Source: an optimization exercise on an open RTL-to-GDS flow (aim: small area, a short achievable clock period and few clock cycles). Production flows keep margins and buffers that such runs may drop.
In this exercise RTL edits were held to simulation tests only and were not proved equivalent to the original.
No activity file was given, so power comes from the tool's default toggle rates.

$ cat design/flow/constraint.sdc
create_clock -name core_clock -period 5.0 [get_ports {clk}]
set_input_delay 1.0000 -clock core_clock [delete_from_list [all_inputs] [get_ports {clk}]]
set_output_delay 1.0000 -clock core_clock [all_outputs]
set_load 0.01 [all_outputs]
$ cat design/flow/flow/run.sh
#!/bin/bash
# Standard ORFS layout, but the port buffers are a fast buffer cell instead of
# the slow delay cell buffer_ports picks by default.
set -euo pipefail
export BUFFER_PORTS_ARGS="-buffer_cell sky130_fd_sc_hd__buf_2"
bash standard.sh > standard_flow.log 2>&1
$ cat design/flow/design.v
module bce_core (
    input  wire        clk,
    input  wire        rst,           
    input  wire        start,         
    output wire        ready,         
    output wire        done,          
    output wire [1:0]  ev_kind,       
    output wire        mem_req,
    output wire        mem_we,
    output wire [11:0] mem_addr,
    output wire [15:0] mem_wdata,
    input  wire        mem_gnt,
    input  wire [15:0] mem_rdata,     
    input  wire        io_inpr_we,    
    input  wire [7:0]  io_inpr,
    input  wire        io_fgi_set,    
    input  wire        io_fgo_set,    
    output wire [15:0] ac,
    output wire [11:0] pc,
    output wire        e,
    output wire        carry,
    output wire        stop,
    output wire        ien,
    output wire        fgi,
    output wire        fgo,
    output wire [7:0]  outr
);
    localparam [1:0] EV_EXEC = 2'd0, EV_INT = 2'd1, EV_FAULT = 2'd2;
    localparam [2:0] OP_AND = 3'd0, OP_ADD = 3'd1, OP_LDA = 3'd2, OP_STA = 3'd3,
                     OP_BUN = 3'd4, OP_BSA = 3'd5, OP_ISZ = 3'd6;
    reg [15:0] ac_r;
    reg [11:0] pc_r;
    reg [7:0]  inpr_r, outr_r;
    reg        e_r, carry_r, stop_r, ien_r, fgi_r, fgo_r;
    reg        s_f1;      
    reg        s_ind;     
    reg        s_op;      
    reg        s_wr;      
    reg        done_r;    
    reg        pc_fix;    
    reg [1:0]  ev_r;
    reg        iv;        
    reg [2:0]  op_r;      
    reg [11:0] ar_r;      
    wire s_idle = ~(s_f1 | s_ind | s_op | s_wr);
    wire op_and = (op_r == OP_AND);
    wire op_add = (op_r == OP_ADD);
    wire op_lda = (op_r == OP_LDA);
    wire op_sta = (op_r == OP_STA);
    wire op_bun = (op_r == OP_BUN);
    wire op_bsa = (op_r == OP_BSA);
    wire op_isz = (op_r == OP_ISZ);
    wire [15:0] w      = mem_rdata;
    wire        w_i    = w[15];
    wire [2:0]  w_op   = w[14:12];
    wire        w_rr   = &w[14:12];
    wire [11:0] w_code = w[11:0];
    wire        w_bun  = ~w[15] &  w[14] & ~w[13] & ~w[12];
    wire        w_sta  = ~w[15] & ~w[14] &  w[13] &  w[12];
    wire        w_bsa  = ~w[15] &  w[14] & ~w[13] &  w[12];
    wire [3:0] gz, go;    
    genvar g;
    generate
        for (g = 0; g < 4; g = g + 1) begin : oh
            wire [2:0] b = w_code[3*g +: 3];
            assign gz[g] = ~(b[0] | b[1] | b[2]);
            assign go[g] = b[0] & ~b[1] & ~b[2] | ~b[0] & b[1] & ~b[2] | ~b[0] & ~b[1] & b[2];
        end
    endgenerate
    wire legal_io = gz[0] & gz[1] & (go[2] & gz[3] | gz[2] & go[3]);
    wire legal_rr = go[0] & gz[1] & gz[2] & gz[3] | gz[0] & go[1] & gz[2] & gz[3] |
                    gz[0] & gz[1] & go[2] & gz[3] | gz[0] & gz[1] & gz[2] & go[3];
    wire w_legal  = w_i ? legal_io : legal_rr;
    wire [11:0] pc1    = pc_r + 12'd1;
    wire [11:0] pc2    = {pc_r[11:1] + 11'd1, pc_r[0]};
    wire        ac_z   = ~|ac_r;
    wire        int_go = ien_r & (fgi_r | fgo_r);
    wire        f1_go  = s_f1 & ~stop_r & ~int_go & iv;   
    wire [16:0] inc = {1'b0, ac_r} + 17'd1;                   
    wire [16:0] sum = {1'b0, ac_r} + {1'b0, mem_rdata};       
    wire r_ = ~w_i;
    wire skip = r_  & (w_code[4] & ~ac_r[15] | w_code[3] & ac_r[15] |
                       w_code[2] & ac_z      | w_code[1] & ~e_r) |
                w_i & (w_code[9] & fgi_r | w_code[8] & fgo_r);
    wire rr_keep = w_i ? ~w_code[11]
                       : ~(w_code[11] | w_code[9] | w_code[7] | w_code[6] | w_code[5]);
    wire [15:0] rr_ac =
        ({16{rr_keep}}               & ac_r) |
        ({16{r_ & w_code[9]}}        & ~ac_r) |
        ({16{r_ & w_code[7]}}        & {e_r, ac_r[15:1]}) |
        ({16{r_ & w_code[6]}}        & {ac_r[14:0], e_r}) |
        ({16{r_ & w_code[5]}}        & inc[15:0]) |
        ({16{w_i & w_code[11]}}      & {ac_r[15:8], inpr_r});
    wire rr_e_keep = w_i | ~(w_code[10] | w_code[8] | w_code[7] | w_code[6] | w_code[5]);
    wire rr_e = rr_e_keep & e_r |
                r_ & (w_code[8] & ~e_r | w_code[7] & ac_r[0] | w_code[6] & ac_r[15] |
                      w_code[5] & inc[16]);
    wire rr_carry = (r_ & w_code[5]) ? inc[16] : carry_r;
    wire rr_stop  = stop_r | r_ & w_code[0];
    wire rr_ien   = w_i & w_code[7] | ien_r & ~(w_i & w_code[6]);
    wire rr_fgi   = fgi_r & ~(w_i & w_code[11]);
    wire rr_fgo   = fgo_r & ~(w_i & w_code[10]);
    wire rr_out   = w_i & w_code[10];
    wire f1_halt = s_f1 & stop_r;
    wire f1_rr   = f1_go & w_rr & w_legal;
    wire f1_bun  = f1_go & w_bun;
    wire ind_ok  = s_ind & iv;
    wire op_ok   = s_op & iv;
    wire ind_bun = ind_ok & op_bun;
    wire op_fast = op_ok & (op_and | op_lda);
    wire c_done  = f1_halt | f1_rr | f1_bun | ind_bun | op_fast;
    assign done    = done_r | c_done;
    assign ready   = s_idle | c_done;
    assign ev_kind = s_idle ? ev_r : {f1_halt, f1_halt};
    wire [15:0] rd1 = mem_rdata + 16'd1;    
    wire [11:0] a_reg = (s_f1 & ~stop_r & int_go) ? 12'h000 :
                        (s_ind | s_wr | s_op & ~(iv & (op_and | op_lda))) ? ar_r :
                        (s_idle & pc_fix) ? pc1 : pc_r;
    wire sel_w  = f1_go & ~w_rr | ind_ok;
    wire sel_p1 = f1_go & w_rr & ~skip;
    wire sel_p2 = f1_go & w_rr & skip;
    wire [11:0] addr_c = ({12{sel_w}}  & w_code) |
                         ({12{sel_p1}} & pc1) |
                         ({12{sel_p2}} & pc2) |
                         ({12{~(sel_w | f1_go)}} & a_reg);
    wire we_c = s_f1 & ~stop_r & (int_go | iv & (w_sta | w_bsa)) |
                ind_ok & (op_sta | op_bsa) |
                op_ok & op_isz |
                s_wr;
    wire [15:0] wd_reg = (s_f1 & int_go) ? {4'h0, pc_r} :
                         (s_f1 | op_sta) ? ac_r : {4'h0, pc_r};
    wire [15:0] wdata_c = s_op ? rd1 :
                          (s_f1 & ~int_go & ~w[13]) ? {4'h0, pc1} : wd_reg;
    assign mem_req   = 1'b1;           
    assign mem_we    = we_c;
    assign mem_addr  = addr_c;
    assign mem_wdata = wdata_c;
    wire rrsel = s_f1 & ~stop_r & w[13];    
    assign ac    = s_op  ? (op_and ? (ac_r & mem_rdata) : mem_rdata) :
                   rrsel ? rr_ac : ac_r;
    assign pc    = addr_c;
    assign e     = rrsel ? rr_e     : e_r;
    assign carry = rrsel ? rr_carry : carry_r;
    assign stop  = rrsel ? rr_stop  : stop_r;
    assign ien   = rrsel ? rr_ien   : ien_r;
    assign fgi   = rrsel ? rr_fgi   : fgi_r;
    assign fgo   = rrsel ? rr_fgo   : fgo_r;
    assign outr  = (rrsel & rr_out) ? ac_r[7:0] : outr_r;
    wire go_next = start & ready;
    always @(posedge clk) begin
        iv <= mem_gnt & ~we_c;
        if (rst) begin
            s_f1    <= 1'b0;
            s_ind   <= 1'b0;
            s_op    <= 1'b0;
            s_wr    <= 1'b0;
            done_r  <= 1'b0;
            pc_fix  <= 1'b0;
            ac_r    <= 16'h0000;
            pc_r    <= 12'h000;
            inpr_r  <= 8'h00;
            outr_r  <= 8'h00;
            e_r     <= 1'b0;
            carry_r <= 1'b0;
            stop_r  <= 1'b0;
            ien_r   <= 1'b0;
            fgi_r   <= 1'b0;
            fgo_r   <= 1'b0;
        end else begin
            done_r <= 1'b0;
            if (s_idle & pc_fix) begin
                pc_r   <= pc1;
                pc_fix <= 1'b0;
            end
            if (f1_rr) begin
                ac_r    <= rr_ac;
                e_r     <= rr_e;
                carry_r <= rr_carry;
                stop_r  <= rr_stop;
                ien_r   <= rr_ien;
                fgi_r   <= rr_fgi;
                fgo_r   <= rr_fgo;
                if (rr_out) outr_r <= ac_r[7:0];
                pc_r    <= addr_c;
            end
            if (f1_bun | ind_bun) pc_r <= w_code;
            if (op_fast) ac_r <= op_and ? (ac_r & mem_rdata) : mem_rdata;
            if (ready) begin
                if (io_inpr_we) inpr_r <= io_inpr;
                if (io_fgi_set) fgi_r  <= 1'b1;
                if (io_fgo_set) fgo_r  <= 1'b1;
            end
            if (s_idle & start) s_f1 <= 1'b1;
            if (s_f1) begin
                if (stop_r) begin
                    s_f1 <= go_next;
                end else if (int_go) begin
                    if (mem_gnt) begin
                        pc_r   <= 12'h001;
                        ien_r  <= 1'b0;
                        ev_r   <= EV_INT;
                        done_r <= 1'b1;
                        s_f1   <= 1'b0;
                    end
                end else if (iv) begin
                    op_r <= w_op;
                    ar_r <= w_code;
                    if (w_rr) begin
                        if (w_legal) begin
                            s_f1 <= go_next;
                        end else begin
                            stop_r <= 1'b1;
                            pc_r   <= pc1;
                            ev_r   <= EV_FAULT;
                            done_r <= 1'b1;
                            s_f1   <= 1'b0;
                        end
                    end else if (w_bun) begin
                        s_f1 <= go_next;
                    end else begin
                        pc_r <= pc1;
                        s_f1 <= 1'b0;
                        if (w_i) begin
                            s_ind <= 1'b1;
                        end else if (w_sta | w_bsa) begin
                            if (mem_gnt) begin
                                if (w_bsa) begin
                                    pc_r   <= w_code;
                                    pc_fix <= 1'b1;
                                end
                                ev_r   <= EV_EXEC;
                                done_r <= 1'b1;
                            end else begin
                                s_wr <= 1'b1;
                            end
                        end else begin
                            s_op <= 1'b1;
                        end
                    end
                end
            end
            if (ind_ok) begin
                ar_r  <= w_code;
                s_ind <= 1'b0;
                if (op_bun) begin
                    s_f1 <= go_next;
                end else if (op_sta | op_bsa) begin
                    if (mem_gnt) begin
                        if (op_bsa) begin
                            pc_r   <= w_code;
                            pc_fix <= 1'b1;
                        end
                        ev_r   <= EV_EXEC;
                        done_r <= 1'b1;
                    end else begin
                        s_wr <= 1'b1;
                    end
                end else begin
                    s_op <= 1'b1;
                end
            end
            if (op_ok) begin
                if (op_and | op_lda) begin
                    s_op <= 1'b0;
                    s_f1 <= go_next;
                end else if (op_add) begin
                    ac_r    <= sum[15:0];
                    carry_r <= sum[16];
                    e_r     <= sum[16];
                    ev_r    <= EV_EXEC;
                    done_r  <= 1'b1;
                    s_op    <= 1'b0;
                end else if (mem_gnt) begin         
                    if (&mem_rdata) pc_r <= pc1;
                    ev_r   <= EV_EXEC;
                    done_r <= 1'b1;
                    s_op   <= 1'b0;
                end
            end
            if (s_wr & mem_gnt) begin
                if (op_bsa) begin
                    pc_r   <= ar_r;
                    pc_fix <= 1'b1;
                end
                ev_r   <= EV_EXEC;
                done_r <= 1'b1;
                s_wr   <= 1'b0;
            end
        end
    end
endmodule
$ cat design/flow/config.mk
export PLATFORM = sky130hd
export DESIGN_NAME = bce_core
export DESIGN_NICKNAME = bce_core
export VERILOG_FILES = /design/flow/design.v
export SDC_FILE = /design/flow/constraint.sdc
export NUM_CORES = 4
export LEC_CHECK = 0
export CAP_MARGIN = 20
export CORE_MARGIN = 2
export CORE_UTILIZATION = 40
export SETUP_SLACK_MARGIN = 1.2
export SLEW_MARGIN = 20
$ cat design/flow/standard.sh
#!/bin/bash
# synth_recipe.tcl (not shown) runs the flow's synth.tcl, then flattens the netlist and writes it again
# the make line also repeats each setting of config.mk as NAME=value (left out here)
make -C /OpenROAD-flow-scripts/flow DESIGN_CONFIG=/design/flow/config.mk WORK_HOME=/design/flow/orfs CLKGATE_MAP_FILE= SYNTH_SCRIPT=/design/flow/synth_recipe.tcl "${@:-finish}"
==> flow_metrics.py, run 1 <==
metrics = {
    "status": {
        "status": "no timing/DRC/antenna violations",
    },
    "yosys": {
        "syn_nets": 1216,
        "yosysUniqueCellTypes": 93,
        "ys_ff_latch": 74,
        "synth_edf_count": 17,
        "yosys.area.top_type": "dfxtp_1",
        "synthArstFlopShare_pct": 0,
        "synth_top_area_share_pct": 13.71,
        "synth_commonest_cells": "nand2_1, nor2_1, a21oi_1",
        "ys_warn_count": 1,
        "synth-main-ff-cell": "dfxtp_1",
        "synth_area_mm2": 0.008325,
        "avgSynthCellArea_um2": 7.177,
        "syn_inst": 1160,
        "yosysMostFrequentCell": "nand2_1",
        "ys_top_cells_by_area": "dfxtp_1, nand2_1, edfxtp_1, a21oi_1, o21ai_0",
        "synth_seq_area_share_pct": 19.84,
    },
    "clocking": {
        "cts_hold_buf": 0,
        "cts_sinks": 74,
        "cts.clk_slew.worst_paths_ns": 0.06,
        "root_buffer": "clkbuf_16",
        "cts_buffers": 9,
        "clock_path_buffers": 2,
        "clk-insertion-delay-late_ns": 0.36,
        "cts_tree": "yes",
        "htreeDepth": 3,
    },
    "floorplan": {
        "dieWidth_um": 148.3,
        "core_area_mm2": 0.02030,
        "die_h_um": 148.3,
        "ios": 107,
        "rows": 52,
        "start_util_pct": 41.01,
        "die_area_mm2": 0.02198,
    },
    "min_path": {
        "hold_class": "flip-flop to flip-flop",
        "min_path_cells": 2,
        "worstHoldEndpoint": "inpr_r[4]",
        "min_from": "inpr_r[4]",
    },
    "sta": {
        "tns_ns": 0,
        "fmax_mhz": 257.1,
        "finalHoldViolCount": 0,
        "tightest_slew_ns": 1.068,
        "period_needed_ns": 3.890,
        "setup_viol": 0,
        "rsz0062_at_grt": "true",
        "finalCritPeriodShare_pct": 77.79,
        "relSlewSlack_pct": 28.25,
        "holdWs_ns": 0.4836,
        "clock_skew_ns": 0.01205,
        "slew_violations": 0,
    },
    "critical_path": {
        "r2r_slack_ns": 1.69,
        "critPathKind": "input port to output port",
        "crit_arrival_ns": 2.89,
        "startpoint_type": "input port",
        "rr_startpoint": "op_r[2]",
        "rr_worst_depth": 7,
        "worstSetupEndpointType": "output port",
        "r2r_end": "pc_r[3]",
        "cp.required_ns": 4.00,
        "crit_fanout": 4,
    },
    "final_layout": {
        "multiInputGateArea_mm2": 0.006377,
        "syn_to_final_growth_pct": 23.32,
        "nNetsFinal": 1307,
        "regArea_mm2": 0.001668,
        "drive_gt1_share_pct": 25.72,
        "diodes": 0,
        "fillCellCount": 2009,
    },
    "grt": {
        "grt_use_total_pct": 31.03,
        "first_global_vias": 8992,
        "grt-ovfl-total": 0,
        "grt_max_degree": 48,
        "antenna_found_initial": 0,
        "grt_first_pass_wirelength_um": 52960,
    },
    "pwr": {
        "powerDensity_mw_per_mm2": 188.1,
        "p_leak_nw": 4.273,
        "p_total_w": 0.001931,
        "ir_drop_uv": 163.8,
    },
    "placement": {
        "dp_hpwl_um": 23860,
        "io_buffers": 105,
        "gp_congestion": 0.9671,
    },
    "drt": {
        "wl_per_cell_um": 23.28,
        "detail-route-antenna-nets": 0,
        "drt_pass1_iterations": 8,
        "vias_per_cell": 6.512,
        "routed_wirelength_um": 35530,
        "drc_errors": 0,
        "drtIter0Drc": 1148,
        "dr_total_vias": 9937,
    },
    "flow_run": {
        "drv_cap": 0,
    },
}
## where the power goes
part / total (W) / switching (W) / internal, W
combinational: 0.000531 / 0.000314 / 0.000217
clock: 0.000750 / 0.000302 / 0.000448
sequential: 0.000650 / 0.0000245 / 0.000626
## how the worst max path moves through the flow
stage,slack (ns),endpoint,startpoint,cells after the start
after global placement,0.79,ready,mem_rdata[0],10
after CTS,1.15,ready,mem_rdata[5],9
after floorplan,1.20,ready,mem_rdata[0],10
after global routing,1.07,pc[10],mem_rdata[4],8
after detailed placement,0.75,ready,mem_rdata[1],10
final,1.11,pc[10],mem_rdata[4],8
## sequential cells by signal, indices dropped and copies added, names as in the netlist, 2 cells and up
register,flops
outr_r,8
ac_r,16
op_r,3
ev_r,2
ar_r,12
pc_r,12
inpr_r,8
## critical path, cell delays in order
cell and delay (ns):
buf_12 0.11, mux2_4 0.28, or3_4 0.38, a32oi_4 0.29, a211oi_2 0.14, xor2_1 0.17, a221o_1 0.36, buf_2 0.15
## placed cells by master (no fill, tap or decap), types with 8 or more instances in the layout
master,Yosys,routed
dfxtp_1,57,48
mux2_2,12,12
o21ai_0,86,81
and3_1,23,20
a221oi_1,12,11
o31ai_1,10,10
nand3_1,48,47
buf_4,17,81
nand2b_1,8,8
a221o_1,9,9
nand2_1,138,136
a211oi_1,22,20
xnor2_1,26,26
nor2_1,114,109
a31oi_1,15,14
clkbuf_16,0,12
a22oi_1,14,14
nand4_1,9,9
nor2b_1,16,12
o211ai_1,21,21
edfxtp_1,17,17
a21oi_1,98,91
xor2_1,34,33
mux2i_1,42,41
buf_2,19,93
buf_6,4,14
ha_1,24,20
nor3_1,13,11
inv_1,19,13
## layout make-up
class	instances	area share, %
Inverter	21	0.9505
Tap cell	270	3.290
Sequential cell	74	16.24
Clock buffer	11	2.681
Timing Repair Buffer	199	14.16
Multi-Input combinational cell	946	62.11
Clock inverter	5	0.5606
## kinds of logic after synthesis
group	synth area share, %
other	0.04504
flip-flops	19.84
adder cells (fa/ha/maj)	3.847
buffers and inverters	7.770
XOR/XNOR	6.312
AO/OA/AOI/OAI	30.66
multiplexers	6.853
AND/OR/NAND/NOR	24.68
## through the flow
step                      cell area [um2]  instances  util, %  worst slack (ns)
after floorplan                      8351       1160        -             1.202
after global placement               8885       1448    43.77            0.7882
after detailed placement             8885       1448    43.77            0.7464
after CTS                            9782       1497    48.19             1.147
after global routing                10270       1526    50.58             1.069
final                               10270       1526    50.58             1.110
## routing by layer
layer	up-vias	GRT usage (%)	share of wire [%]
met5	-	0	0
met4	0	15.86	5.4
met1	4663	41.27	40
li1	4457	-	-
met2	672	47.80	44
met3	145	6.104	10
## repair_timing
| action | 4_1_cts | 5_1_grt |
|---|---|---|
| gates resized for setup | 80 | 61 |
| pin swaps | 21 | 16 |
| cloned | 1 | 2 |
| setup buffers | 32 | 27 |
| endpoints found under the setup margin | 62 | 50 |
Testbench counts, summed over its fixed seeds: cycles 135,199.
==> run 2, diff against run 1 <==
--- a/design/flow/config.mk
+++ b/design/flow/config.mk
@@ -8,5 +8,4 @@
 export CAP_MARGIN = 20
 export CORE_MARGIN = 2
 export CORE_UTILIZATION = 40
-export SETUP_SLACK_MARGIN = 1.2
 export SLEW_MARGIN = 20
==> run 2 against run 1 <==
Critical endpoint is now ready. Setup slack lost 0.59 ns. Global-route usage shrank 1.9 points. Sequential cell count is the same. Routed wire length shrank 8.9%. Still clean. Synthesized area is the same. First-iteration DRC count shrank 5.0%. Cell count shrank 4.3%. Sequential power is essentially flat.
==> flow_metrics.py, run 2 <==
metrics = {
    "status": {
        "status": "no timing/DRC/antenna violations",
    },
    "final_layout": {
        "layout_commonest_cell": "nand2_1",
        "drive_gt1_share_pct": 16.47,
        "top_regs": "ac_r x16, ar_r x12, pc_r x12",
        "largest_reg_flops": 16,
        "top_register": "ac_r",
        "multiInputGateArea_mm2": 0.006038,
        "final_cell_mix": "nand2_1, nor2_1, buf_2",
        "syn_to_final_growth_pct": 9.889,
        "fillCellCount": 2152,
        "regArea_mm2": 0.001653,
        "final_util_pct": 45.07,
        "nNetsFinal": 1241,
        "diodes": 0,
        "stdcell_count": 1460,
    },
    "sta": {
        "relSlewSlack_pct": 27.79,
        "tns_ns": 0,
        "finalCritPeriodShare_pct": 89.59,
        "tightest_slew_ns": 1.081,
        "rsz0062_at_grt": "false",
        "finalHoldViolCount": 0,
        "slew_violations": 0,
        "clock_skew_ns": 0.008472,
        "setup_viol": 0,
        "fmax_mhz": 223.2,
        "period_needed_ns": 4.479,
    },
    "grt": {
        "grt_first_pass_wirelength_um": 49850,
        "antenna_found_initial": 0,
        "grt-ovfl-total": 0,
        "grt_use_met3_pct": 4.202,
        "use_met1_pct": 38.85,
        "grt_max_degree": 38,
        "first_global_vias": 8559,
        "grt_use_total_pct": 29.17,
        "gr-usage-met2_pct": 46.76,
        "grt_busiest_layer": "met2",
    },
    "clocking": {
        "cts_resized": 0,
        "cts_buffers": 9,
        "cts.clk_slew.worst_paths_ns": 0.06,
        "cts_hold_buf": 0,
        "cts_tree": "yes",
        "cts_sinks": 74,
        "cts_setup_buffers": 0,
        "clk-insertion-delay-late_ns": 0.36,
        "htreeDepth": 3,
        "root_buffer": "clkbuf_16",
        "clock_path_buffers": 2,
    },
    "critical_path": {
        "path_delay_family": "simple AND/OR/NAND/NOR gates",
        "worstSetupEndpointType": "output port",
        "crit_fanout": 14,
        "startpoint_type": "input port",
        "max_stage_delay_ns": 0.53,
        "worst-path-buf-inv": 3,
        "cp.required_ns": 4.00,
        "crit_path_cell_trace": "buf_2, inv_1, ha_1, or4_1, o211ai_2, nand3_2, a32oi_1, a21oi_1, or3_4, buf_2",
        "cpMaxStageDelayCell": "or4_1",
        "critPathKind": "input port to output port",
        "cp_common_cell": "buf_2",
        "crit_arrival_ns": 3.48,
    },
    "yosys": {
        "avgSynthCellArea_um2": 7.177,
        "synth.area.mux_share_pct": 6.853,
        "syn_inst": 1160,
        "synth_commonest_cells": "nand2_1, nor2_1, a21oi_1",
        "synth_edf_count": 17,
        "ys_warn_count": 1,
        "ys_top_cells_by_area": "dfxtp_1, nand2_1, edfxtp_1, a21oi_1, o21ai_0",
        "ys_ff_latch": 74,
        "syn_nets": 1216,
        "synth_seq_area_share_pct": 19.84,
        "synthArstFlopShare_pct": 0,
        "synth-xor-area-share_pct": 6.312,
        "synthAdderAreaFrac_pct": 3.847,
        "yosys.area.top_type": "dfxtp_1",
        "synth_simple_gate_area_share_pct": 24.68,
        "synth_compound_area_share_pct": 30.66,
        "synth_area_mm2": 0.008325,
        "synth-main-ff-cell": "dfxtp_1",
        "synth_top_area_share_pct": 13.71,
        "synth_top_family_by_area": "compound AO/OA/AOI/OAI gates",
        "yosysUniqueCellTypes": 93,
        "yosysMostFrequentCell": "nand2_1",
    },
    "flow_run": {
        "drv_cap": 0,
    },
    "floorplan": {
        "ios": 107,
        "core_area_mm2": 0.02030,
        "die_h_um": 148.3,
        "rows": 52,
        "die_area_mm2": 0.02198,
        "start_util_pct": 41.01,
        "dieWidth_um": 148.3,
    },
    "drt": {
        "drtIter0Drc": 1091,
        "drt_pass1_iterations": 7,
        "drc_errors": 0,
        "dr_total_vias": 9260,
        "detail-route-antenna-nets": 0,
        "wl_per_cell_um": 22.18,
        "routed_wirelength_um": 32380,
        "vias_per_cell": 6.342,
    },
    "placement": {
        "gp_congestion": 0.9487,
        "dp_hpwl_um": 23590,
        "dp.cells": 1444,
        "io_buffers": 105,
    },
    "pwr": {
        "switching_share_pct": 34.24,
        "ir_drop_uv": 152.2,
        "p_switching_w": 0.0006026,
        "p_leak_nw": 3.784,
        "p_clk_share_pct": 38.9,
        "internal_power_w": 0.001157,
        "sequentialPowerShare_pct": 37.0,
        "p_comb_share_pct": 24.2,
        "powerDensity_mw_per_mm2": 192.4,
    },
    "min_path": {
        "hold_class": "flip-flop to flip-flop",
    },
}
## run 2: cell counts after synthesis
Identical to the previous run, type by type.
## run 2: logic make-up (layout without fill, tap and decap cells)
family | Yosys count | count (layout)
AOI/OAI and AO/OA | 377 | 377
xor gates and xnor gates | 60 | 60
adders and majority gates | 25 | 25
buffers and inverters | 141 | 171
DFF | 74 | 74
muxes | 55 | 55
other | 1 | 1
and+or+nand+nor | 427 | 427
## run 2: area by class of cell
type / count / area share [%]
Clock inverter: 5 / 0.3693
Timing Repair Buffer: 134 / 8.124
Sequential cell: 74 / 18.07
Clock buffer: 11 / 2.886
Inverter: 21 / 0.8616
Tap cell: 270 / 3.693
Multi-Input combinational cell: 945 / 66.00
## run 2: final timing paths
check | depth (start not counted) | start | endpoint | slack, ns
min | 2 | inpr_r[5] | inpr_r[5] | 0.47
min reg2reg | 2 | inpr_r[5] | inpr_r[5] | 0.47
max reg2reg | 9 | ac_r[2] | e_r | 1.53
max | 10 | mem_rdata[0] | ready | 0.52
## run 2: worst register-to-register path: cells and delay by family, from the launching register on
| family | cells | cell delay (ns) |
|---|---|---|
| AO/OA/AOI/OAI | 7 | 2.02 |
| flip-flops | 1 | 0.78 |
| adder cells (fa/ha/maj) | 1 | 0.40 |
| AND/OR/NAND/NOR | 1 | 0.17 |
## run 2: stage by stage
| stage | hold slack [ns] | area, um2 | total power (W) | worst slack [ns] |
|---|---|---|---|---|
| 6_report | 0.4730 | 9149 | 0.001760 | 0.5207 |
| 3_3_place_gp | 0.4693 | 8851 | 0.001080 | 0.5647 |
| 3_5_place_dp | 0.4730 | 8851 | 0.001081 | 0.5360 |
| 5_1_grt | 0.5145 | 9149 | 0.001823 | 0.3943 |
| 4_1_cts | 0.4823 | 9149 | 0.001758 | 0.5452 |
| 2_1_floorplan | 0.4357 | 8325 | 0.0009430 | 0.8795 |
## run 2: power by group through the flow
stage | Combinational [W] | Clock [W] | Sequential [W]
detailed placement | 0.000417 | 0 | 0.000664
CTS | 0.000419 | 0.000689 | 0.000650
global placement | 0.000416 | 0 | 0.000664
floorplan | 0.000296 | 0 | 0.000647
global route | 0.000460 | 0.000710 | 0.000653
finish | 0.000425 | 0.000684 | 0.000651
## run 2: per-layer routing
layer	share of wire (%)	wire [um]	up-vias
li1	-	-	4325
met1	43	13840	4362
met2	45	14630	480
met3	7.7	2490	93
met4	4.4	1423	0
met5	0	0	-

## static timing again, ports no longer ideal
The flow's constraints put no driver on any port. The routed layouts listed below were extracted and timed again, unchanged, in two steps. Step 1, drivers: a clkbuf_16 drives clk and a buf_2 each remaining input, both assumed. Step 2 also shifts input and output timing later by t, the mid clock arrival at the registers, as if the neighbouring blocks saw the same clock. Three values: ideal, step 1, step 2; two values: the first two.
run | t, ns | slack for setup (ns) | worst setup path after step 2
run 1 | 0.401 | 1.110 / 1.061 / 1.061 | input to output
run 2 | 0.402 | 0.521 / 0.497 / 0.497 | input to output
After both steps setup and hold are still met in every run listed. For run 1, which loses most, drivers alone change the setup slack by -0.049 ns; drivers and shift together by -0.049 ns.
